From an optimization exercise on the open Yosys and OpenROAD flow, aimed at small area, a short achievable clock period and few clock cycles per item; shortcuts taken in it are not production practice.
Only the layout flow was run in this run; the RTL was not checked for function there.

$ cat flow/run.sh
#!/bin/bash
# synth_recipe.tcl (not shown) runs the flow's synth.tcl, then flattens the netlist and writes it again
# the make line also repeats each setting of config.mk as NAME=value (left out here)
make -C /OpenROAD-flow-scripts/flow DESIGN_CONFIG=/design/flow/config.mk WORK_HOME=/design/flow/orfs CLKGATE_MAP_FILE= SYNTH_SCRIPT=/design/flow/synth_recipe.tcl finish
$ cat flow/design.v
module sb_xor  (input wire a, input wire b, output wire y); assign y = a ^ b;    endmodule
module sb_xnor (input wire a, input wire b, output wire y); assign y = ~(a ^ b); endmodule
module sb_and  (input wire a, input wire b, output wire y); assign y = a & b;    endmodule
module aes_sbox (input wire [7:0] a, output wire [7:0] y);
  wire [7:0] x = a;
  wire U0 = x[7];
  wire U1 = x[6];
  wire U2 = x[5];
  wire U3 = x[4];
  wire U4 = x[3];
  wire U5 = x[2];
  wire U6 = x[1];
  wire U7 = x[0];
  wire T1; sb_xor g0 (.a(U0), .b(U3), .y(T1));
  wire T2; sb_xor g1 (.a(U0), .b(U5), .y(T2));
  wire T3; sb_xor g2 (.a(U0), .b(U6), .y(T3));
  wire T4; sb_xor g3 (.a(U3), .b(U5), .y(T4));
  wire T5; sb_xor g4 (.a(U4), .b(U6), .y(T5));
  wire T6; sb_xor g5 (.a(T1), .b(T5), .y(T6));
  wire T7; sb_xor g6 (.a(U1), .b(U2), .y(T7));
  wire T8; sb_xor g7 (.a(U7), .b(T6), .y(T8));
  wire T9; sb_xor g8 (.a(U7), .b(T7), .y(T9));
  wire T10; sb_xor g9 (.a(T6), .b(T7), .y(T10));
  wire T11; sb_xor g10 (.a(U1), .b(U5), .y(T11));
  wire T12; sb_xor g11 (.a(U2), .b(U5), .y(T12));
  wire T13; sb_xor g12 (.a(T3), .b(T4), .y(T13));
  wire T14; sb_xor g13 (.a(T6), .b(T11), .y(T14));
  wire T15; sb_xor g14 (.a(T5), .b(T11), .y(T15));
  wire T16; sb_xor g15 (.a(T5), .b(T12), .y(T16));
  wire T17; sb_xor g16 (.a(T9), .b(T16), .y(T17));
  wire T18; sb_xor g17 (.a(U3), .b(U7), .y(T18));
  wire T19; sb_xor g18 (.a(T7), .b(T18), .y(T19));
  wire T20; sb_xor g19 (.a(T1), .b(T19), .y(T20));
  wire T21; sb_xor g20 (.a(U6), .b(U7), .y(T21));
  wire T22; sb_xor g21 (.a(T7), .b(T21), .y(T22));
  wire T23; sb_xor g22 (.a(T2), .b(T22), .y(T23));
  wire T24; sb_xor g23 (.a(T2), .b(T10), .y(T24));
  wire T25; sb_xor g24 (.a(T20), .b(T17), .y(T25));
  wire T26; sb_xor g25 (.a(T3), .b(T16), .y(T26));
  wire T27; sb_xor g26 (.a(T1), .b(T12), .y(T27));
  wire M1; sb_and g27 (.a(T13), .b(T6), .y(M1));
  wire M2; sb_and g28 (.a(T23), .b(T8), .y(M2));
  wire M3; sb_xor g29 (.a(T14), .b(M1), .y(M3));
  wire M4; sb_and g30 (.a(T19), .b(U7), .y(M4));
  wire M5; sb_xor g31 (.a(M4), .b(M1), .y(M5));
  wire M6; sb_and g32 (.a(T3), .b(T16), .y(M6));
  wire M7; sb_and g33 (.a(T22), .b(T9), .y(M7));
  wire M8; sb_xor g34 (.a(T26), .b(M6), .y(M8));
  wire M9; sb_and g35 (.a(T20), .b(T17), .y(M9));
  wire M10; sb_xor g36 (.a(M9), .b(M6), .y(M10));
  wire M11; sb_and g37 (.a(T1), .b(T15), .y(M11));
  wire M12; sb_and g38 (.a(T4), .b(T27), .y(M12));
  wire M13; sb_xor g39 (.a(M12), .b(M11), .y(M13));
  wire M14; sb_and g40 (.a(T2), .b(T10), .y(M14));
  wire M15; sb_xor g41 (.a(M14), .b(M11), .y(M15));
  wire M16; sb_xor g42 (.a(M3), .b(M2), .y(M16));
  wire M17; sb_xor g43 (.a(M5), .b(T24), .y(M17));
  wire M18; sb_xor g44 (.a(M8), .b(M7), .y(M18));
  wire M19; sb_xor g45 (.a(M10), .b(M15), .y(M19));
  wire M20; sb_xor g46 (.a(M16), .b(M13), .y(M20));
  wire M21; sb_xor g47 (.a(M17), .b(M15), .y(M21));
  wire M22; sb_xor g48 (.a(M18), .b(M13), .y(M22));
  wire M23; sb_xor g49 (.a(M19), .b(T25), .y(M23));
  wire M24; sb_xor g50 (.a(M22), .b(M23), .y(M24));
  wire M25; sb_and g51 (.a(M22), .b(M20), .y(M25));
  wire M26; sb_xor g52 (.a(M21), .b(M25), .y(M26));
  wire M27; sb_xor g53 (.a(M20), .b(M21), .y(M27));
  wire M28; sb_xor g54 (.a(M23), .b(M25), .y(M28));
  wire M29; sb_and g55 (.a(M28), .b(M27), .y(M29));
  wire M30; sb_and g56 (.a(M26), .b(M24), .y(M30));
  wire M31; sb_and g57 (.a(M20), .b(M23), .y(M31));
  wire M32; sb_and g58 (.a(M27), .b(M31), .y(M32));
  wire M33; sb_xor g59 (.a(M27), .b(M25), .y(M33));
  wire M34; sb_and g60 (.a(M21), .b(M22), .y(M34));
  wire M35; sb_and g61 (.a(M24), .b(M34), .y(M35));
  wire M36; sb_xor g62 (.a(M24), .b(M25), .y(M36));
  wire M37; sb_xor g63 (.a(M21), .b(M29), .y(M37));
  wire M38; sb_xor g64 (.a(M32), .b(M33), .y(M38));
  wire M39; sb_xor g65 (.a(M23), .b(M30), .y(M39));
  wire M40; sb_xor g66 (.a(M35), .b(M36), .y(M40));
  wire M41; sb_xor g67 (.a(M38), .b(M40), .y(M41));
  wire M42; sb_xor g68 (.a(M37), .b(M39), .y(M42));
  wire M43; sb_xor g69 (.a(M37), .b(M38), .y(M43));
  wire M44; sb_xor g70 (.a(M39), .b(M40), .y(M44));
  wire M45; sb_xor g71 (.a(M42), .b(M41), .y(M45));
  wire M46; sb_and g72 (.a(M44), .b(T6), .y(M46));
  wire M47; sb_and g73 (.a(M40), .b(T8), .y(M47));
  wire M48; sb_and g74 (.a(M39), .b(U7), .y(M48));
  wire M49; sb_and g75 (.a(M43), .b(T16), .y(M49));
  wire M50; sb_and g76 (.a(M38), .b(T9), .y(M50));
  wire M51; sb_and g77 (.a(M37), .b(T17), .y(M51));
  wire M52; sb_and g78 (.a(M42), .b(T15), .y(M52));
  wire M53; sb_and g79 (.a(M45), .b(T27), .y(M53));
  wire M54; sb_and g80 (.a(M41), .b(T10), .y(M54));
  wire M55; sb_and g81 (.a(M44), .b(T13), .y(M55));
  wire M56; sb_and g82 (.a(M40), .b(T23), .y(M56));
  wire M57; sb_and g83 (.a(M39), .b(T19), .y(M57));
  wire M58; sb_and g84 (.a(M43), .b(T3), .y(M58));
  wire M59; sb_and g85 (.a(M38), .b(T22), .y(M59));
  wire M60; sb_and g86 (.a(M37), .b(T20), .y(M60));
  wire M61; sb_and g87 (.a(M42), .b(T1), .y(M61));
  wire M62; sb_and g88 (.a(M45), .b(T4), .y(M62));
  wire M63; sb_and g89 (.a(M41), .b(T2), .y(M63));
  wire L0; sb_xor g90 (.a(M61), .b(M62), .y(L0));
  wire L1; sb_xor g91 (.a(M50), .b(M56), .y(L1));
  wire L2; sb_xor g92 (.a(M46), .b(M48), .y(L2));
  wire L3; sb_xor g93 (.a(M47), .b(M55), .y(L3));
  wire L4; sb_xor g94 (.a(M54), .b(M58), .y(L4));
  wire L5; sb_xor g95 (.a(M49), .b(M61), .y(L5));
  wire L6; sb_xor g96 (.a(M62), .b(L5), .y(L6));
  wire L7; sb_xor g97 (.a(M46), .b(L3), .y(L7));
  wire L8; sb_xor g98 (.a(M51), .b(M59), .y(L8));
  wire L9; sb_xor g99 (.a(M52), .b(M53), .y(L9));
  wire L10; sb_xor g100 (.a(M53), .b(L4), .y(L10));
  wire L11; sb_xor g101 (.a(M60), .b(L2), .y(L11));
  wire L12; sb_xor g102 (.a(M48), .b(M51), .y(L12));
  wire L13; sb_xor g103 (.a(M50), .b(L0), .y(L13));
  wire L14; sb_xor g104 (.a(M52), .b(M61), .y(L14));
  wire L15; sb_xor g105 (.a(M55), .b(L1), .y(L15));
  wire L16; sb_xor g106 (.a(M56), .b(L0), .y(L16));
  wire L17; sb_xor g107 (.a(M57), .b(L1), .y(L17));
  wire L18; sb_xor g108 (.a(M58), .b(L8), .y(L18));
  wire L19; sb_xor g109 (.a(M63), .b(L4), .y(L19));
  wire L20; sb_xor g110 (.a(L0), .b(L1), .y(L20));
  wire L21; sb_xor g111 (.a(L1), .b(L7), .y(L21));
  wire L22; sb_xor g112 (.a(L3), .b(L12), .y(L22));
  wire L23; sb_xor g113 (.a(L18), .b(L2), .y(L23));
  wire L24; sb_xor g114 (.a(L15), .b(L9), .y(L24));
  wire L25; sb_xor g115 (.a(L6), .b(L10), .y(L25));
  wire L26; sb_xor g116 (.a(L7), .b(L9), .y(L26));
  wire L27; sb_xor g117 (.a(L8), .b(L10), .y(L27));
  wire L28; sb_xor g118 (.a(L11), .b(L14), .y(L28));
  wire L29; sb_xor g119 (.a(L11), .b(L17), .y(L29));
  wire S0; sb_xor g120 (.a(L6), .b(L24), .y(S0));
  wire S1; sb_xnor g121 (.a(L16), .b(L26), .y(S1));
  wire S2; sb_xnor g122 (.a(L19), .b(L28), .y(S2));
  wire S3; sb_xor g123 (.a(L6), .b(L21), .y(S3));
  wire S4; sb_xor g124 (.a(L20), .b(L22), .y(S4));
  wire S5; sb_xor g125 (.a(L25), .b(L29), .y(S5));
  wire S6; sb_xnor g126 (.a(L13), .b(L27), .y(S6));
  wire S7; sb_xnor g127 (.a(L6), .b(L23), .y(S7));
  wire [7:0] s = {S0, S1, S2, S3, S4, S5, S6, S7};
  assign y = s;
endmodule
module aes_sbox_ed (input wire [7:0] a, output wire [7:0] y, output wire [7:0] yi);
  wire [7:0] x = a;
  wire U0 = x[7];
  wire U1 = x[6];
  wire U2 = x[5];
  wire U3 = x[4];
  wire U4 = x[3];
  wire U5 = x[2];
  wire U6 = x[1];
  wire U7 = x[0];
  wire T1; sb_xor g0 (.a(U0), .b(U3), .y(T1));
  wire T2; sb_xor g1 (.a(U0), .b(U5), .y(T2));
  wire T3; sb_xor g2 (.a(U0), .b(U6), .y(T3));
  wire T4; sb_xor g3 (.a(U3), .b(U5), .y(T4));
  wire T5; sb_xor g4 (.a(U4), .b(U6), .y(T5));
  wire T6; sb_xor g5 (.a(T1), .b(T5), .y(T6));
  wire T7; sb_xor g6 (.a(U1), .b(U2), .y(T7));
  wire T8; sb_xor g7 (.a(U7), .b(T6), .y(T8));
  wire T9; sb_xor g8 (.a(U7), .b(T7), .y(T9));
  wire T10; sb_xor g9 (.a(T6), .b(T7), .y(T10));
  wire T11; sb_xor g10 (.a(U1), .b(U5), .y(T11));
  wire T12; sb_xor g11 (.a(U2), .b(U5), .y(T12));
  wire T13; sb_xor g12 (.a(T3), .b(T4), .y(T13));
  wire T14; sb_xor g13 (.a(T6), .b(T11), .y(T14));
  wire T15; sb_xor g14 (.a(T5), .b(T11), .y(T15));
  wire T16; sb_xor g15 (.a(T5), .b(T12), .y(T16));
  wire T17; sb_xor g16 (.a(T9), .b(T16), .y(T17));
  wire T18; sb_xor g17 (.a(U3), .b(U7), .y(T18));
  wire T19; sb_xor g18 (.a(T7), .b(T18), .y(T19));
  wire T20; sb_xor g19 (.a(T1), .b(T19), .y(T20));
  wire T21; sb_xor g20 (.a(U6), .b(U7), .y(T21));
  wire T22; sb_xor g21 (.a(T7), .b(T21), .y(T22));
  wire T23; sb_xor g22 (.a(T2), .b(T22), .y(T23));
  wire T24; sb_xor g23 (.a(T2), .b(T10), .y(T24));
  wire T25; sb_xor g24 (.a(T20), .b(T17), .y(T25));
  wire T26; sb_xor g25 (.a(T3), .b(T16), .y(T26));
  wire T27; sb_xor g26 (.a(T1), .b(T12), .y(T27));
  wire M1; sb_and g27 (.a(T13), .b(T6), .y(M1));
  wire M2; sb_and g28 (.a(T23), .b(T8), .y(M2));
  wire M3; sb_xor g29 (.a(T14), .b(M1), .y(M3));
  wire M4; sb_and g30 (.a(T19), .b(U7), .y(M4));
  wire M5; sb_xor g31 (.a(M4), .b(M1), .y(M5));
  wire M6; sb_and g32 (.a(T3), .b(T16), .y(M6));
  wire M7; sb_and g33 (.a(T22), .b(T9), .y(M7));
  wire M8; sb_xor g34 (.a(T26), .b(M6), .y(M8));
  wire M9; sb_and g35 (.a(T20), .b(T17), .y(M9));
  wire M10; sb_xor g36 (.a(M9), .b(M6), .y(M10));
  wire M11; sb_and g37 (.a(T1), .b(T15), .y(M11));
  wire M12; sb_and g38 (.a(T4), .b(T27), .y(M12));
  wire M13; sb_xor g39 (.a(M12), .b(M11), .y(M13));
  wire M14; sb_and g40 (.a(T2), .b(T10), .y(M14));
  wire M15; sb_xor g41 (.a(M14), .b(M11), .y(M15));
  wire M16; sb_xor g42 (.a(M3), .b(M2), .y(M16));
  wire M17; sb_xor g43 (.a(M5), .b(T24), .y(M17));
  wire M18; sb_xor g44 (.a(M8), .b(M7), .y(M18));
  wire M19; sb_xor g45 (.a(M10), .b(M15), .y(M19));
  wire M20; sb_xor g46 (.a(M16), .b(M13), .y(M20));
  wire M21; sb_xor g47 (.a(M17), .b(M15), .y(M21));
  wire M22; sb_xor g48 (.a(M18), .b(M13), .y(M22));
  wire M23; sb_xor g49 (.a(M19), .b(T25), .y(M23));
  wire M24; sb_xor g50 (.a(M22), .b(M23), .y(M24));
  wire M25; sb_and g51 (.a(M22), .b(M20), .y(M25));
  wire M26; sb_xor g52 (.a(M21), .b(M25), .y(M26));
  wire M27; sb_xor g53 (.a(M20), .b(M21), .y(M27));
  wire M28; sb_xor g54 (.a(M23), .b(M25), .y(M28));
  wire M29; sb_and g55 (.a(M28), .b(M27), .y(M29));
  wire M30; sb_and g56 (.a(M26), .b(M24), .y(M30));
  wire M31; sb_and g57 (.a(M20), .b(M23), .y(M31));
  wire M32; sb_and g58 (.a(M27), .b(M31), .y(M32));
  wire M33; sb_xor g59 (.a(M27), .b(M25), .y(M33));
  wire M34; sb_and g60 (.a(M21), .b(M22), .y(M34));
  wire M35; sb_and g61 (.a(M24), .b(M34), .y(M35));
  wire M36; sb_xor g62 (.a(M24), .b(M25), .y(M36));
  wire M37; sb_xor g63 (.a(M21), .b(M29), .y(M37));
  wire M38; sb_xor g64 (.a(M32), .b(M33), .y(M38));
  wire M39; sb_xor g65 (.a(M23), .b(M30), .y(M39));
  wire M40; sb_xor g66 (.a(M35), .b(M36), .y(M40));
  wire M41; sb_xor g67 (.a(M38), .b(M40), .y(M41));
  wire M42; sb_xor g68 (.a(M37), .b(M39), .y(M42));
  wire M43; sb_xor g69 (.a(M37), .b(M38), .y(M43));
  wire M44; sb_xor g70 (.a(M39), .b(M40), .y(M44));
  wire M45; sb_xor g71 (.a(M42), .b(M41), .y(M45));
  wire M46; sb_and g72 (.a(M44), .b(T6), .y(M46));
  wire M47; sb_and g73 (.a(M40), .b(T8), .y(M47));
  wire M48; sb_and g74 (.a(M39), .b(U7), .y(M48));
  wire M49; sb_and g75 (.a(M43), .b(T16), .y(M49));
  wire M50; sb_and g76 (.a(M38), .b(T9), .y(M50));
  wire M51; sb_and g77 (.a(M37), .b(T17), .y(M51));
  wire M52; sb_and g78 (.a(M42), .b(T15), .y(M52));
  wire M53; sb_and g79 (.a(M45), .b(T27), .y(M53));
  wire M54; sb_and g80 (.a(M41), .b(T10), .y(M54));
  wire M55; sb_and g81 (.a(M44), .b(T13), .y(M55));
  wire M56; sb_and g82 (.a(M40), .b(T23), .y(M56));
  wire M57; sb_and g83 (.a(M39), .b(T19), .y(M57));
  wire M58; sb_and g84 (.a(M43), .b(T3), .y(M58));
  wire M59; sb_and g85 (.a(M38), .b(T22), .y(M59));
  wire M60; sb_and g86 (.a(M37), .b(T20), .y(M60));
  wire M61; sb_and g87 (.a(M42), .b(T1), .y(M61));
  wire M62; sb_and g88 (.a(M45), .b(T4), .y(M62));
  wire M63; sb_and g89 (.a(M41), .b(T2), .y(M63));
  wire L0; sb_xor g90 (.a(M61), .b(M62), .y(L0));
  wire L1; sb_xor g91 (.a(M50), .b(M56), .y(L1));
  wire L2; sb_xor g92 (.a(M46), .b(M48), .y(L2));
  wire L3; sb_xor g93 (.a(M47), .b(M55), .y(L3));
  wire L4; sb_xor g94 (.a(M54), .b(M58), .y(L4));
  wire L5; sb_xor g95 (.a(M49), .b(M61), .y(L5));
  wire L6; sb_xor g96 (.a(M62), .b(L5), .y(L6));
  wire L7; sb_xor g97 (.a(M46), .b(L3), .y(L7));
  wire L8; sb_xor g98 (.a(M51), .b(M59), .y(L8));
  wire L9; sb_xor g99 (.a(M52), .b(M53), .y(L9));
  wire L10; sb_xor g100 (.a(M53), .b(L4), .y(L10));
  wire L11; sb_xor g101 (.a(M60), .b(L2), .y(L11));
  wire L12; sb_xor g102 (.a(M48), .b(M51), .y(L12));
  wire L13; sb_xor g103 (.a(M50), .b(L0), .y(L13));
  wire L14; sb_xor g104 (.a(M52), .b(M61), .y(L14));
  wire L15; sb_xor g105 (.a(M55), .b(L1), .y(L15));
  wire L16; sb_xor g106 (.a(M56), .b(L0), .y(L16));
  wire L17; sb_xor g107 (.a(M57), .b(L1), .y(L17));
  wire L18; sb_xor g108 (.a(M58), .b(L8), .y(L18));
  wire L19; sb_xor g109 (.a(M63), .b(L4), .y(L19));
  wire L20; sb_xor g110 (.a(L0), .b(L1), .y(L20));
  wire L21; sb_xor g111 (.a(L1), .b(L7), .y(L21));
  wire L22; sb_xor g112 (.a(L3), .b(L12), .y(L22));
  wire L23; sb_xor g113 (.a(L18), .b(L2), .y(L23));
  wire L24; sb_xor g114 (.a(L15), .b(L9), .y(L24));
  wire L25; sb_xor g115 (.a(L6), .b(L10), .y(L25));
  wire L26; sb_xor g116 (.a(L7), .b(L9), .y(L26));
  wire L27; sb_xor g117 (.a(L8), .b(L10), .y(L27));
  wire L28; sb_xor g118 (.a(L11), .b(L14), .y(L28));
  wire L29; sb_xor g119 (.a(L11), .b(L17), .y(L29));
  wire S0; sb_xor g120 (.a(L6), .b(L24), .y(S0));
  wire S1; sb_xnor g121 (.a(L16), .b(L26), .y(S1));
  wire S2; sb_xnor g122 (.a(L19), .b(L28), .y(S2));
  wire S3; sb_xor g123 (.a(L6), .b(L21), .y(S3));
  wire S4; sb_xor g124 (.a(L20), .b(L22), .y(S4));
  wire S5; sb_xor g125 (.a(L25), .b(L29), .y(S5));
  wire S6; sb_xnor g126 (.a(L13), .b(L27), .y(S6));
  wire S7; sb_xnor g127 (.a(L6), .b(L23), .y(S7));
  wire [7:0] s = {S0, S1, S2, S3, S4, S5, S6, S7};
  assign y = s;
  assign yi = {s[6] ^ s[4] ^ s[1], s[5] ^ s[3] ^ s[0], s[7] ^ s[4] ^ s[2], s[6] ^ s[3] ^ s[1],
               s[5] ^ s[2] ^ s[0], ~(s[7] ^ s[4] ^ s[1]), s[6] ^ s[3] ^ s[0], ~(s[7] ^ s[5] ^ s[2])};
endmodule
module aes_dec_mix (input wire [31:0] z, output wire [31:0] y);
  wire t32; sb_xor g32 (.a(z[26]), .b(z[29]), .y(t32));
  wire t33; sb_xor g33 (.a(z[18]), .b(z[21]), .y(t33));
  wire t34; sb_xor g34 (.a(z[2]), .b(z[5]), .y(t34));
  wire t35; sb_xor g35 (.a(z[10]), .b(z[13]), .y(t35));
  wire t36; sb_xor g36 (.a(z[19]), .b(z[22]), .y(t36));
  wire t37; sb_xor g37 (.a(z[15]), .b(z[31]), .y(t37));
  wire t38; sb_xor g38 (.a(z[3]), .b(z[6]), .y(t38));
  wire t39; sb_xor g39 (.a(z[27]), .b(z[30]), .y(t39));
  wire t40; sb_xor g40 (.a(z[7]), .b(z[23]), .y(t40));
  wire t41; sb_xor g41 (.a(z[11]), .b(z[14]), .y(t41));
  wire t42; sb_xor g42 (.a(z[24]), .b(z[28]), .y(t42));
  wire t43; sb_xor g43 (.a(z[16]), .b(z[20]), .y(t43));
  wire t44; sb_xor g44 (.a(z[0]), .b(z[4]), .y(t44));
  wire t45; sb_xor g45 (.a(z[8]), .b(z[12]), .y(t45));
  wire t46; sb_xor g46 (.a(z[9]), .b(t35), .y(t46));
  wire t47; sb_xor g47 (.a(z[1]), .b(t34), .y(t47));
  wire t48; sb_xor g48 (.a(z[25]), .b(t32), .y(t48));
  wire t49; sb_xor g49 (.a(z[17]), .b(t33), .y(t49));
  wire t50; sb_xor g50 (.a(t39), .b(t40), .y(t50));
  wire t51; sb_xor g51 (.a(t37), .b(t38), .y(t51));
  wire t52; sb_xor g52 (.a(t41), .b(t42), .y(t52));
  wire t53; sb_xor g53 (.a(t36), .b(t44), .y(t53));
  wire t54; sb_xor g54 (.a(z[28]), .b(t49), .y(t54));
  wire t55; sb_xor g55 (.a(z[4]), .b(t48), .y(t55));
  wire t56; sb_xor g56 (.a(z[20]), .b(t46), .y(t56));
  wire t57; sb_xor g57 (.a(z[12]), .b(t47), .y(t57));
  wire t58; sb_xor g58 (.a(z[1]), .b(z[6]), .y(t58));
  wire t59; sb_xor g59 (.a(z[25]), .b(z[30]), .y(t59));
  wire t60; sb_xor g60 (.a(z[9]), .b(z[14]), .y(t60));
  wire t61; sb_xor g61 (.a(z[17]), .b(z[22]), .y(t61));
  wire t62; sb_xor g62 (.a(z[15]), .b(t45), .y(t62));
  wire t63; sb_xor g63 (.a(z[23]), .b(t43), .y(t63));
  wire t64; sb_xor g64 (.a(t36), .b(t41), .y(t64));
  wire t65; sb_xor g65 (.a(t39), .b(t44), .y(t65));
  wire t66; sb_xor g66 (.a(t36), .b(t42), .y(t66));
  wire t67; sb_xor g67 (.a(t37), .b(t53), .y(t67));
  wire t68; sb_xor g68 (.a(z[8]), .b(t47), .y(t68));
  wire t69; sb_xor g69 (.a(z[24]), .b(t49), .y(t69));
  wire t70; sb_xor g70 (.a(z[16]), .b(t46), .y(t70));
  wire t71; sb_xor g71 (.a(z[0]), .b(t48), .y(t71));
  wire t72; sb_xor g72 (.a(t40), .b(t52), .y(t72));
  wire t73; sb_xor g73 (.a(z[14]), .b(z[30]), .y(t73));
  wire t74; sb_xor g74 (.a(z[5]), .b(z[21]), .y(t74));
  wire t75; sb_xor g75 (.a(z[6]), .b(z[22]), .y(t75));
  wire t76; sb_xor g76 (.a(z[13]), .b(z[29]), .y(t76));
  wire t77; sb_xor g77 (.a(z[15]), .b(t35), .y(t77));
  wire t78; sb_xor g78 (.a(t34), .b(t45), .y(t78));
  wire t79; sb_xor g79 (.a(z[31]), .b(t38), .y(t79));
  wire t80; sb_xor g80 (.a(z[23]), .b(t33), .y(t80));
  wire t81; sb_xor g81 (.a(z[1]), .b(t41), .y(t81));
  wire t82; sb_xor g82 (.a(z[11]), .b(t59), .y(t82));
  wire t83; sb_xor g83 (.a(z[3]), .b(t32), .y(t83));
  wire t84; sb_xor g84 (.a(z[9]), .b(t38), .y(t84));
  wire t85; sb_xor g85 (.a(z[5]), .b(t45), .y(t85));
  wire t86; sb_xor g86 (.a(z[13]), .b(t43), .y(t86));
  wire t87; sb_xor g87 (.a(t43), .b(t58), .y(t87));
  wire t88; sb_xor g88 (.a(z[27]), .b(t60), .y(t88));
  wire t89; sb_xor g89 (.a(z[19]), .b(t87), .y(t89));
  wire t90; sb_xor g90 (.a(t78), .b(t82), .y(t90));
  wire t91; sb_xor g91 (.a(z[14]), .b(t51), .y(t91));
  wire t92; sb_xor g92 (.a(z[25]), .b(t53), .y(t92));
  wire t93; sb_xor g93 (.a(t61), .b(t83), .y(t93));
  wire t94; sb_xor g94 (.a(z[6]), .b(t50), .y(t94));
  wire t95; sb_xor g95 (.a(z[17]), .b(t52), .y(t95));
  wire t96; sb_xor g96 (.a(t51), .b(t55), .y(t96));
  wire t97; sb_xor g97 (.a(t50), .b(t54), .y(t97));
  wire t98; sb_xor g98 (.a(t65), .b(t70), .y(t98));
  wire t99; sb_xor g99 (.a(t39), .b(t71), .y(t99));
  wire t100; sb_xor g100 (.a(z[7]), .b(z[16]), .y(t100));
  wire t101; sb_xor g101 (.a(z[9]), .b(z[30]), .y(t101));
  wire t102; sb_xor g102 (.a(z[8]), .b(z[27]), .y(t102));
  wire t103; sb_xor g103 (.a(z[29]), .b(z[30]), .y(t103));
  wire t104; sb_xor g104 (.a(z[2]), .b(z[31]), .y(t104));
  wire t105; sb_xor g105 (.a(z[0]), .b(z[19]), .y(t105));
  wire t106; sb_xor g106 (.a(z[11]), .b(z[24]), .y(t106));
  wire t107; sb_xor g107 (.a(z[7]), .b(z[8]), .y(t107));
  wire t108; sb_xor g108 (.a(z[10]), .b(z[22]), .y(t108));
  wire t109; sb_xor g109 (.a(z[21]), .b(z[25]), .y(t109));
  wire t110; sb_xor g110 (.a(z[22]), .b(z[29]), .y(t110));
  wire t111; sb_xor g111 (.a(z[7]), .b(z[10]), .y(t111));
  wire t112; sb_xor g112 (.a(t35), .b(t73), .y(t112));
  wire t113; sb_xor g113 (.a(z[0]), .b(t32), .y(t113));
  wire t114; sb_xor g114 (.a(t58), .b(t74), .y(t114));
  wire t115; sb_xor g115 (.a(t34), .b(t43), .y(t115));
  wire t116; sb_xor g116 (.a(t59), .b(t105), .y(t116));
  wire t117; sb_xor g117 (.a(t44), .b(t73), .y(t117));
  wire t118; sb_xor g118 (.a(t37), .b(t107), .y(t118));
  wire t119; sb_xor g119 (.a(t38), .b(t44), .y(t119));
  wire t120; sb_xor g120 (.a(z[17]), .b(t32), .y(t120));
  wire t121; sb_xor g121 (.a(t61), .b(t106), .y(t121));
  wire t122; sb_xor g122 (.a(t40), .b(t43), .y(t122));
  wire t123; sb_xor g123 (.a(z[12]), .b(t75), .y(t123));
  wire t124; sb_xor g124 (.a(t33), .b(t101), .y(t124));
  wire t125; sb_xor g125 (.a(z[3]), .b(t76), .y(t125));
  wire t126; sb_xor g126 (.a(z[28]), .b(t75), .y(t126));
  wire t127; sb_xor g127 (.a(t43), .b(t108), .y(t127));
  wire t128; sb_xor g128 (.a(z[1]), .b(t45), .y(t128));
  wire t129; sb_xor g129 (.a(t34), .b(t109), .y(t129));
  wire t130; sb_xor g130 (.a(z[18]), .b(t41), .y(t130));
  wire t131; sb_xor g131 (.a(t33), .b(t42), .y(t131));
  wire t132; sb_xor g132 (.a(t35), .b(t110), .y(t132));
  wire t133; sb_xor g133 (.a(t40), .b(t45), .y(t133));
  wire t134; sb_xor g134 (.a(t60), .b(t100), .y(t134));
  wire t135; sb_xor g135 (.a(z[18]), .b(t103), .y(t135));
  wire t136; sb_xor g136 (.a(z[2]), .b(t45), .y(t136));
  wire t137; sb_xor g137 (.a(z[31]), .b(t102), .y(t137));
  wire t138; sb_xor g138 (.a(z[7]), .b(t42), .y(t138));
  wire t139; sb_xor g139 (.a(t38), .b(t111), .y(t139));
  wire t140; sb_xor g140 (.a(t49), .b(t115), .y(t140));
  wire t141; sb_xor g141 (.a(t48), .b(t66), .y(t141));
  wire t142; sb_xor g142 (.a(t84), .b(t122), .y(t142));
  wire t143; sb_xor g143 (.a(t125), .b(t134), .y(t143));
  wire t144; sb_xor g144 (.a(t37), .b(t128), .y(t144));
  wire t145; sb_xor g145 (.a(t51), .b(t76), .y(t145));
  wire t146; sb_xor g146 (.a(t63), .b(t84), .y(t146));
  wire t147; sb_xor g147 (.a(z[24]), .b(t51), .y(t147));
  wire t148; sb_xor g148 (.a(z[26]), .b(t88), .y(t148));
  wire t149; sb_xor g149 (.a(t119), .b(t132), .y(t149));
  wire t150; sb_xor g150 (.a(t64), .b(t85), .y(t150));
  wire t151; sb_xor g151 (.a(t66), .b(t80), .y(t151));
  wire t152; sb_xor g152 (.a(t39), .b(t129), .y(t152));
  wire t153; sb_xor g153 (.a(z[26]), .b(t85), .y(t153));
  wire t154; sb_xor g154 (.a(t79), .b(t133), .y(t154));
  wire t155; sb_xor g155 (.a(t88), .b(t131), .y(t155));
  wire t156; sb_xor g156 (.a(t65), .b(t80), .y(t156));
  wire t157; sb_xor g157 (.a(t74), .b(t121), .y(t157));
  wire t158; sb_xor g158 (.a(t46), .b(t126), .y(t158));
  wire t159; sb_xor g159 (.a(z[4]), .b(t112), .y(t159));
  wire t160; sb_xor g160 (.a(t41), .b(t46), .y(t160));
  wire t161; sb_xor g161 (.a(t47), .b(t117), .y(t161));
  wire t162; sb_xor g162 (.a(t79), .b(t138), .y(t162));
  wire t163; sb_xor g163 (.a(t114), .b(t137), .y(t163));
  wire t164; sb_xor g164 (.a(z[7]), .b(t62), .y(t164));
  wire t165; sb_xor g165 (.a(z[16]), .b(t77), .y(t165));
  wire t166; sb_xor g166 (.a(t36), .b(t62), .y(t166));
  wire t167; sb_xor g167 (.a(z[31]), .b(t63), .y(t167));
  wire t168; sb_xor g168 (.a(t77), .b(t130), .y(t168));
  wire t169; sb_xor g169 (.a(t63), .b(t116), .y(t169));
  wire t170; sb_xor g170 (.a(z[21]), .b(t127), .y(t170));
  wire t171; sb_xor g171 (.a(t86), .b(t136), .y(t171));
  wire t172; sb_xor g172 (.a(t64), .b(t86), .y(t172));
  wire t173; sb_xor g173 (.a(t50), .b(t62), .y(t173));
  wire t174; sb_xor g174 (.a(t64), .b(t118), .y(t174));
  wire t175; sb_xor g175 (.a(t48), .b(t123), .y(t175));
  wire t176; sb_xor g176 (.a(t57), .b(t120), .y(t176));
  wire t177; sb_xor g177 (.a(t69), .b(t90), .y(t177));
  wire t178; sb_xor g178 (.a(t69), .b(t166), .y(t178));
  wire t179; sb_xor g179 (.a(t72), .b(t163), .y(t179));
  wire t180; sb_xor g180 (.a(t157), .b(t173), .y(t180));
  wire t181; sb_xor g181 (.a(t113), .b(t160), .y(t181));
  wire t182; sb_xor g182 (.a(t70), .b(t95), .y(t182));
  wire t183; sb_xor g183 (.a(t54), .b(t144), .y(t183));
  wire t184; sb_xor g184 (.a(t50), .b(t141), .y(t184));
  wire t185; sb_xor g185 (.a(t67), .b(t153), .y(t185));
  wire t186; sb_xor g186 (.a(t145), .b(t169), .y(t186));
  wire t187; sb_xor g187 (.a(t57), .b(t67), .y(t187));
  wire t188; sb_xnor g188 (.a(t140), .b(t174), .y(t188));
  wire t189; sb_xor g189 (.a(t40), .b(t92), .y(t189));
  wire t190; sb_xor g190 (.a(t90), .b(t158), .y(t190));
  wire t191; sb_xor g191 (.a(t91), .b(t152), .y(t191));
  wire t192; sb_xor g192 (.a(t71), .b(t168), .y(t192));
  wire t193; sb_xor g193 (.a(t81), .b(t149), .y(t193));
  wire t194; sb_xor g194 (.a(t148), .b(t151), .y(t194));
  wire t195; sb_xor g195 (.a(t68), .b(t92), .y(t195));
  wire t196; sb_xor g196 (.a(z[20]), .b(t161), .y(t196));
  wire t197; sb_xor g197 (.a(t47), .b(t156), .y(t197));
  wire t198; sb_xor g198 (.a(t56), .b(t94), .y(t198));
  wire t199; sb_xor g199 (.a(t54), .b(t67), .y(t199));
  wire t200; sb_xor g200 (.a(t124), .b(t150), .y(t200));
  wire t201; sb_xor g201 (.a(t72), .b(t170), .y(t201));
  wire t202; sb_xor g202 (.a(t37), .b(t57), .y(t202));
  wire t203; sb_xor g203 (.a(t155), .b(t175), .y(t203));
  wire t204; sb_xor g204 (.a(t93), .b(t104), .y(t204));
  wire t205; sb_xor g205 (.a(t49), .b(t159), .y(t205));
  wire t206; sb_xor g206 (.a(t81), .b(t164), .y(t206));
  wire t207; sb_xor g207 (.a(t68), .b(t142), .y(t207));
  wire t208; sb_xor g208 (.a(t94), .b(t172), .y(t208));
  wire t209; sb_xor g209 (.a(t72), .b(t135), .y(t209));
  wire t210; sb_xor g210 (.a(t95), .b(t167), .y(t210));
  wire t211; sb_xor g211 (.a(t56), .b(t66), .y(t211));
  wire t212; sb_xor g212 (.a(t56), .b(t69), .y(t212));
  wire t213; sb_xor g213 (.a(t91), .b(t171), .y(t213));
  wire t214; sb_xor g214 (.a(t96), .b(t201), .y(t214));
  wire t215; sb_xor g215 (.a(t176), .b(t208), .y(t215));
  wire t216; sb_xor g216 (.a(t97), .b(t213), .y(t216));
  wire t217; sb_xor g217 (.a(t191), .b(t211), .y(t217));
  wire t218; sb_xor g218 (.a(t99), .b(t210), .y(t218));
  wire t219; sb_xor g219 (.a(t68), .b(t194), .y(t219));
  wire t220; sb_xor g220 (.a(t93), .b(t196), .y(t220));
  wire t221; sb_xor g221 (.a(t89), .b(t205), .y(t221));
  wire t222; sb_xor g222 (.a(t96), .b(t200), .y(t222));
  wire t223; sb_xor g223 (.a(t162), .b(t195), .y(t223));
  wire t224; sb_xor g224 (.a(t146), .b(t178), .y(t224));
  wire t225; sb_xnor g225 (.a(t56), .b(t179), .y(t225));
  wire t226; sb_xor g226 (.a(t187), .b(t209), .y(t226));
  wire t227; sb_xnor g227 (.a(t143), .b(t199), .y(t227));
  wire t228; sb_xor g228 (.a(t97), .b(t193), .y(t228));
  wire t229; sb_xor g229 (.a(t89), .b(t192), .y(t229));
  wire t230; sb_xor g230 (.a(t139), .b(t177), .y(t230));
  wire t231; sb_xnor g231 (.a(t165), .b(t184), .y(t231));
  wire t232; sb_xor g232 (.a(t98), .b(t206), .y(t232));
  wire t233; sb_xor g233 (.a(t185), .b(t198), .y(t233));
  wire t234; sb_xor g234 (.a(t99), .b(t183), .y(t234));
  wire t235; sb_xor g235 (.a(t98), .b(t204), .y(t235));
  wire t236; sb_xor g236 (.a(t189), .b(t212), .y(t236));
  wire t237; sb_xnor g237 (.a(t55), .b(t180), .y(t237));
  wire t238; sb_xor g238 (.a(t55), .b(t207), .y(t238));
  wire t239; sb_xnor g239 (.a(t154), .b(t181), .y(t239));
  wire t240; sb_xnor g240 (.a(t147), .b(t197), .y(t240));
  wire t241; sb_xor g241 (.a(t182), .b(t202), .y(t241));
  wire t242; sb_xnor g242 (.a(t57), .b(t186), .y(t242));
  assign y[0] = t242;
  assign y[1] = t220;
  assign y[2] = t240;
  assign y[3] = t223;
  assign y[4] = t238;
  assign y[5] = t235;
  assign y[6] = t228;
  assign y[7] = t226;
  assign y[8] = t225;
  assign y[9] = t190;
  assign y[10] = t239;
  assign y[11] = t232;
  assign y[12] = t241;
  assign y[13] = t230;
  assign y[14] = t222;
  assign y[15] = t233;
  assign y[16] = t227;
  assign y[17] = t221;
  assign y[18] = t188;
  assign y[19] = t224;
  assign y[20] = t236;
  assign y[21] = t229;
  assign y[22] = t215;
  assign y[23] = t216;
  assign y[24] = t237;
  assign y[25] = t203;
  assign y[26] = t231;
  assign y[27] = t218;
  assign y[28] = t234;
  assign y[29] = t219;
  assign y[30] = t217;
  assign y[31] = t214;
endmodule
module aes256_cbc #(
  parameter [127:0] IV0 = 128'h0102030405060708090a0b0c0d0e0f10
) (
  input  wire         clk,
  input  wire         rst,         
  input  wire         in_valid,
  output wire         in_ready,
  input  wire [1:0]   in_op,
  input  wire         in_first,
  input  wire [127:0] in_data,
  input  wire [255:0] in_key,
  output wire         out_valid,
  input  wire         out_ready,
  output wire [127:0] out_data,
  output wire [1:0]   out_err
);
  localparam [1:0] OP_KEXP = 2'd0, OP_ENC = 2'd1, OP_DEC = 2'd2, OP_ILL = 2'd3;
  localparam [1:0] E_NONE = 2'd0, E_ILLEGAL = 2'd1, E_NOKEY = 2'd2;
  reg         busy;           
  reg [1:0]   err;            
  reg [3:0]   rnd;            
  reg         aesv;           
  reg         ovalid;
  reg [127:0] obuf;           
  reg [1:0]   oerr;
  reg [127:0] state;
  reg [127:0] chain;          
  reg [127:0] mask;           
  reg [255:0] k0;             
  reg [255:0] kn;             
  reg [255:0] w;              
  reg  enc, dec, kexp;        
  wire is_enc  = enc;
  wire is_dec  = dec;
  wire is_kexp = kexp;
  reg         parked;         
  wire at_end  = busy && !parked &&
                 (is_enc ? (rnd == 4'd14) : is_dec ? (rnd == 4'd0) :
                  is_kexp ? (rnd == 4'd13) : 1'b1);
  wire done    = at_end || (busy && parked);
  wire fin     = done && (!ovalid || out_ready);
  wire park    = at_end && !fin;
  assign in_ready  = !ovalid && (!busy || (done && !is_kexp));
  assign out_valid = ovalid;
  assign out_data  = obuf;
  assign out_err   = oerr;
  wire accept = in_valid && in_ready;
  function automatic [7:0] xtime(input [7:0] a);
    xtime = {a[6:0], 1'b0} ^ (a[7] ? 8'h1b : 8'h00);
  endfunction
  function automatic [31:0] mix_col(input [31:0] c);
    reg [7:0] a0, a1, a2, a3, s01, s12, s23, s30;
    begin
      a0 = c[31:24]; a1 = c[23:16]; a2 = c[15:8]; a3 = c[7:0];
      s01 = a0 ^ a1; s12 = a1 ^ a2; s23 = a2 ^ a3; s30 = a3 ^ a0;
      mix_col[31:24] = xtime(s01) ^ a1 ^ s23;
      mix_col[23:16] = xtime(s12) ^ a2 ^ s30;
      mix_col[15:8]  = xtime(s23) ^ a3 ^ s01;
      mix_col[7:0]   = xtime(s30) ^ a0 ^ s12;
    end
  endfunction
  function automatic [7:0] ainv(input [7:0] b);
    ainv = {b[6] ^ b[4] ^ b[1], b[5] ^ b[3] ^ b[0], b[7] ^ b[4] ^ b[2], b[6] ^ b[3] ^ b[1],
            b[5] ^ b[2] ^ b[0], ~(b[7] ^ b[4] ^ b[1]), b[6] ^ b[3] ^ b[0], ~(b[7] ^ b[5] ^ b[2])};
  endfunction
  function automatic [127:0] ainv_all(input [127:0] v);
    integer i;
    begin
      for (i = 0; i < 16; i = i + 1) ainv_all[8*i +: 8] = ainv(v[8*i +: 8]);
    end
  endfunction
  wire [127:0] sb, sbi;
  genvar g;
  generate
    for (g = 0; g < 16; g = g + 1) begin : g_sbox
      aes_sbox_ed u_sb (.a(state[8*g +: 8]), .y(sb[8*g +: 8]), .yi(sbi[8*g +: 8]));
    end
  endgenerate
  reg [127:0] sr, isr;
  integer r, c;
  always @(*) begin
    for (r = 0; r < 4; r = r + 1)
      for (c = 0; c < 4; c = c + 1) begin
        sr[127 - 8*(r + 4*c) -: 8]  = sb[127 - 8*(r + 4*((c + r) % 4)) -: 8];
        isr[127 - 8*(r + 4*c) -: 8] = sbi[127 - 8*(r + 4*((c + 4 - r) % 4)) -: 8];
      end
  end
  wire [127:0] wa   = w[255:128];
  wire [127:0] rkey = w[127:0];       
  wire [127:0] z     = isr ^ rkey;
  wire [127:0] q_enc = {mix_col(sr[127:96]), mix_col(sr[95:64]),
                        mix_col(sr[63:32]),  mix_col(sr[31:0])} ^ rkey;
  wire [127:0] q_dec;
  generate
    for (g = 0; g < 4; g = g + 1) begin : g_dmix
      aes_dec_mix u_dm (.z(z[32*g +: 32]), .y(q_dec[32*g +: 32]));
    end
  endgenerate
  wire [127:0] q_norm = dec ? q_dec : q_enc;
  wire [127:0] q_last = dec ? (z ^ mask) : (sr ^ rkey);
  wire [31:0] ks_in  = rkey[31:0];
  wire [31:0] ks_rot = rnd[0] ? {ks_in[23:0], ks_in[31:24]} : ks_in;
  wire [31:0] ks_sub;
  generate
    for (g = 0; g < 4; g = g + 1) begin : g_ksbox
      aes_sbox u_ksb (.a(ks_rot[8*g +: 8]), .y(ks_sub[8*g +: 8]));
    end
  endgenerate
  reg [7:0] rcon;
  always @(*) begin
    case (rnd)
      4'd1:    rcon = 8'h01;
      4'd3:    rcon = 8'h02;
      4'd5:    rcon = 8'h04;
      4'd7:    rcon = 8'h08;
      4'd9:    rcon = 8'h10;
      4'd11:   rcon = 8'h20;
      4'd13:   rcon = 8'h40;
      default: rcon = 8'h00;
    endcase
  end
  wire [31:0]  kt = ks_sub ^ {rcon, 24'h0};
  wire [31:0]  e0 = wa[127:96] ^ kt;
  wire [31:0]  e1 = wa[95:64] ^ (dec ? wa[127:96] : e0);
  wire [31:0]  e2 = wa[63:32] ^ (dec ? wa[95:64]  : e1);
  wire [31:0]  e3 = wa[31:0]  ^ (dec ? wa[63:32]  : e2);
  wire [255:0] w_step = {rkey, e0, e1, e2, e3};
  wire [127:0] cv     = (fin && is_enc && !parked) ? q_last : chain;     
  wire [127:0] xin    = in_first ? IV0 : cv;
  wire         new_enc = (in_op == OP_ENC) && aesv;
  wire         new_dec = (in_op == OP_DEC) && aesv;
  wire [255:0] kstart = (new_dec && !(busy && is_kexp)) ? kn : k0;
  wire [127:0] init_x = in_data ^ (xin & {128{new_enc}}) ^ kstart[255:128];
  wire [127:0] init   = new_dec ? ainv_all(init_x) : init_x;
  wire         load_w = (accept && (new_enc || new_dec)) || (busy && is_kexp && rnd == 4'd0);
  always @(posedge clk) begin
    state <= accept ? init : q_norm;
    w <= load_w ? kstart : w_step;
    if (accept && in_op == OP_KEXP) k0 <= in_key;
    if (at_end && is_kexp)          kn <= {e0, e1, e2, e3, rkey};
    if (accept && new_dec)          mask <= xin;
    else if (park)                  mask <= q_last;
  end
  always @(posedge clk) begin
    if (rst) begin
      busy   <= 1'b0;
      parked <= 1'b0;
      aesv   <= 1'b0;
      ovalid <= 1'b0;
      chain  <= IV0;
    end else begin
      if (fin) begin
        ovalid <= 1'b1;
        obuf   <= !(is_enc || is_dec) ? 128'h0 : parked ? mask : q_last;
        oerr   <= err;
      end else if (out_ready) begin
        ovalid <= 1'b0;
      end
      if (at_end && is_enc) chain <= q_last;
      if (park) parked <= 1'b1;
      if (fin) begin
        busy   <= 1'b0;
        parked <= 1'b0;
      end
      rnd <= is_dec ? rnd - 4'd1 : rnd + 4'd1;
      if (accept) begin
        busy <= 1'b1;
        enc  <= new_enc;
        dec  <= new_dec;
        kexp <= (in_op == OP_KEXP);
        err  <= (in_op == OP_ILL) ? E_ILLEGAL : (in_op != OP_KEXP && !aesv) ? E_NOKEY : E_NONE;
        if (in_op == OP_KEXP) aesv <= 1'b1;
        rnd  <= (in_op == OP_KEXP) ? 4'd0 : (in_op == OP_ENC) ? 4'd1 : 4'd13;
        if (new_dec) begin
          chain <= in_data;
        end
      end
    end
  end
endmodule
$ cat flow/config.mk
export PLATFORM = sky130hd
export DESIGN_NAME = aes256_cbc
export DESIGN_NICKNAME = aes256_cbc
export VERILOG_FILES = /design/flow/design.v
export SDC_FILE = /design/flow/constraint.sdc
export NUM_CORES = 8
export LEC_CHECK = 0
export CAP_MARGIN = 20
export CORE_MARGIN = 2
export CORE_UTILIZATION = 45
export PLACE_DENSITY = 0.6
export SETUP_SLACK_MARGIN = 3
export SLEW_MARGIN = 20
export SYNTH_HIERARCHICAL = 1
export SYNTH_MINIMUM_KEEP_SIZE = 0
$ cat flow/constraint.sdc
create_clock -name core_clock -period 11.0 [get_ports {clk}]
set_input_delay 2.2000 -clock core_clock [delete_from_list [all_inputs] [get_ports {clk}]]
set_output_delay 2.2000 -clock core_clock [all_outputs]
set_load 0.01 [all_outputs]
==> results.yml <==
layout:
  nNetsFinal: 11800
  fin_util_pct: 55.9
  final_common_cell: "xor2_1"
  drive_gt1_share_pct: 16.0
  syn_to_final_growth_pct: 23.9
  stdcell_area_mm2: 0.127
  mostFrequentLayoutCells: "xor2_1 (2,363), xnor2_1 (1,093), nor2_1 (826)"
detailed_routing:
  wl_met1_mm: 191
  first_pass_iters: 6
  drc_errors: 0
  ant_nets: 0
  wl_met2_mm: 200
  via_per_inst: 5.67
  routed_wirelength_mm: 472
  wl_per_cell_um: 32.3
  num_vias: 82700
  top_layer_used: "met5"
  drt_iter0_drc: 10100
  wl_met3_mm: 46.8
grt:
  track_usage_pct: 39.4
  grt_pass1_wl_mm: 632
  grt-ovfl-total: 0
  grt_max_degree: 219
  antenna_found_initial: 38
  grt_pass1_vias: 79400
synth:
  synthAdderAreaFrac_pct: 0.0611
  netlist_instances: 10900
  synth_simple_gate_area_share_pct: 11.6
  ys_async_sr_fraction_pct: 0
  synth-compound-area-share_pct: 9.33
  synth_xor_area_share_pct: 39.8
  ys_types: 74
  synth_top_family_by_area: "XOR/XNOR gates"
  syn_area_mm2: 0.102
  synth_edf_count: 779
  yosysSeqAreaShare_pct: 32.9
  yosysWarningCount: 7
  muxShareOfSynthArea_pct: 1.99
  syn_area_per_cell_um2: 9.42
  synth-seq-cells: 1295
  synth_nets: 11300
  synth_ff_type: "edfxtp_1"
setup_path:
  crit_fanout: 4
  start_kind: "register"
  cp_slowest_cell: "xor3_2"
  r2r_start: "state[36]$_DFF_P_"
  worstPathRequired_ps: 11690
  critPathMaxStageDelay_ps: 550
  crit_top_cell: "xor2_1"
  rr_endpoint: "state[86]$_DFF_P_"
  cp-end-kind: "register"
  r2r_cells: 25
  crit_arrival_ps: 8570
  crit_type: "reg -> reg"
  r2r_slack_ps: 3120
clock_tree:
  cts_buffers: 152
  worst_skew_pair.late_latency_ps: 850
  cts_tree: "yes"
  cts_buffer_depth: 3
  cts_sinks: 1295
  clkTransAtPathRegs_ps: 60
  clockRootBuffer: "clkbuf_16"
  ctsHtreeMaxLevel: 4
floorplanning:
  pin_count: 523
  core_region_area_mm2: 0.227
  die_w_um: 481
  chipHeight_um: 481
  start_util_pct: 45.1
  rows: 175
  die-area_mm2: 0.231
hold_path:
  hold_start: "err[1]$_SDFFCE_PN0P_"
  hold_path_class: "reg -> reg"
  hold_path_end: "oerr[1]$_DFFE_PP_"
  min_path_cells: 0
placed_design:
  gp_congestion: 1.04
  place_ws_ps: 1030
  port_buffers: 522
  place_area_mm2: 0.111
  hpwl_mm: 369
timing:
  min_period_ps: 7880
  tns_ps: 0
  finalSetupViolations: 0
  fin_crit_sh_pct: 71.6
  finalHoldViolCount: 0
  fin_skew_ps: 58.6
  tightest_slew_ps: 1360
  timing.final.ws_setup_ps: 3120
  finalMaxSlewViolations: 0
  fmax_mhz: 127
  rsz0062_at_grt: "true"
  max_slew_margin_pct: 6.63
flow_run:
  drv_cap: 0
outcome:
  status: "complete, no violations"
[metal layers]
| metal | global-route usage, % | up-vias |
|---|---|---|
| li1 | - | 36400 |
| met1 | 52.5 | 40900 |
| met2 | 57.8 | 4491 |
| met3 | 9.71 | 915 |
| met4 | 23.1 | 12 |
| met5 | 0 | - |
[cells by family (layout without fill, tap and decap cells)]
family / count (synthesis) / count (layout)
other cells: 0 / 19
buf+inv: 818 / 1519
compound gates: 1635 / 1635
flops: 1295 / 1295
simple gates: 2547 / 2547
fa+ha+maj: 5 / 5
mux: 199 / 199
xor+xnor: 4371 / 4371
[metrics by stage]
stage,std cells,hold slack (ps)
2_1_floorplan,10900,400
3_3_place_gp,14000,404
3_5_place_dp,14000,406
4_1_cts,14400,420
5_1_grt,14600,429
6_report,14600,420
[worst max-delay path by stage]
stage                  startpoint                 end  slack (ps)
6_report        state[36]$_DFF_P_   state[86]$_DFF_P_        3120
5_1_grt        state[121]$_DFF_P_  state[118]$_DFF_P_        2880
4_1_cts          rnd[0]$_DFFE_PN_       w[10]$_DFF_P_        2850
3_5_place_dp    state[55]$_DFF_P_    state[6]$_DFF_P_        1030
3_3_place_gp    state[55]$_DFF_P_   state[16]$_DFF_P_         580
2_1_floorplan            in_valid     k0[0]$_DFFE_PP_        2040
[modules after synthesis (local to each module, per instance)]
module / copies in the design / area [µm²] / flops+latches / cells
aes_sbox: 4 / 60.1 / 0 / 8
sb_and: 680 / 6.26 / 0 / 1
aes256_cbc: 1 / 69100 / 1295 / 7050
sb_xor: 2612 / 8.76 / 0 / 1
sb_xnor: 112 / 8.76 / 0 / 1
aes_sbox_ed: 16 / 248 / 0 / 16
aes_dec_mix: 4 / 240 / 0 / 32
[sequential cells by signal, summed over array words and instances, names as in the netlist, 4 cells and up]
name   cells
chain    128
state    128
w        256
obuf     128
k0       256
kn       256
rnd        4
mask     128
[area by class of cell]
class,count,area (µm²)
Tap cell,3009,3760
Sequential cell,1295,33800
Multi-Input combinational cell,8757,73100
Fill cell,20200,100000
Clock buffer,207,4180
Antenna cell,19,47.5
Timing Repair Buffer,1185,10700
Inverter,50,191
Clock inverter,77,1110
[synth_stat cells (all sizes together), types with 99 or more instances]
cell,number,area [µm²]
mux2i,162,1630
buf,431,2940
o211ai,172,1290
and2,703,4400
xnor2,1194,10600
xor3,99,2350
clkbuf,337,1260
edfxtp,779,23400
nand2,782,2940
o21ai,271,1360
o22ai,125,788
xor2,3018,26400
dfxtp,516,10300
nor2,836,3140
a21oi,775,3880
[timing repair]
item | in CTS | in global routing
hold buffers | 0 | 0
cloned | 0 | 0
gates resized for setup | 569 | 513
buffers inserted | 88 | 188
setup endpoints to repair | 184 | 201
pin swaps | 88 | 168
[worst max-delay path: cells and delay by family, from the launching register on]
kind	cells	cell delay [ps]
DFF	1	490
and+or+nand+nor	3	940
AOI/OAI and AO/OA	2	350
buffers and inverters	1	200
xor gates and xnor gates	19	5730

## re-timing with driven ports
Ports are ideal in the flow. The routed layout listed here was re-timed in OpenROAD. Step 1, drivers: a clkbuf_16 drives clk and a buf_2 each remaining input, both assumed. Step 2 moves the port delays by t, midway between the first and last clock arrival at a register: inputs arrive t later, outputs are due t later. That takes back most of the time a late clock gives input paths. a / b / c = no drivers / after step 1 / after step 2; a / b = the first two.
shift t [ns]: 0.925
setup WS [ns]: 3.122 / 3.122 / 3.122
worst setup path at the end: register to register
slew at the worst register clock pin (ns): 0.07 / 0.07
cell pins on the clock port's net: 1
After both steps this run still meets setup and hold. For this run, drivers alone change the setup slack by 0.000 ns; drivers and shift together by 0.000 ns.
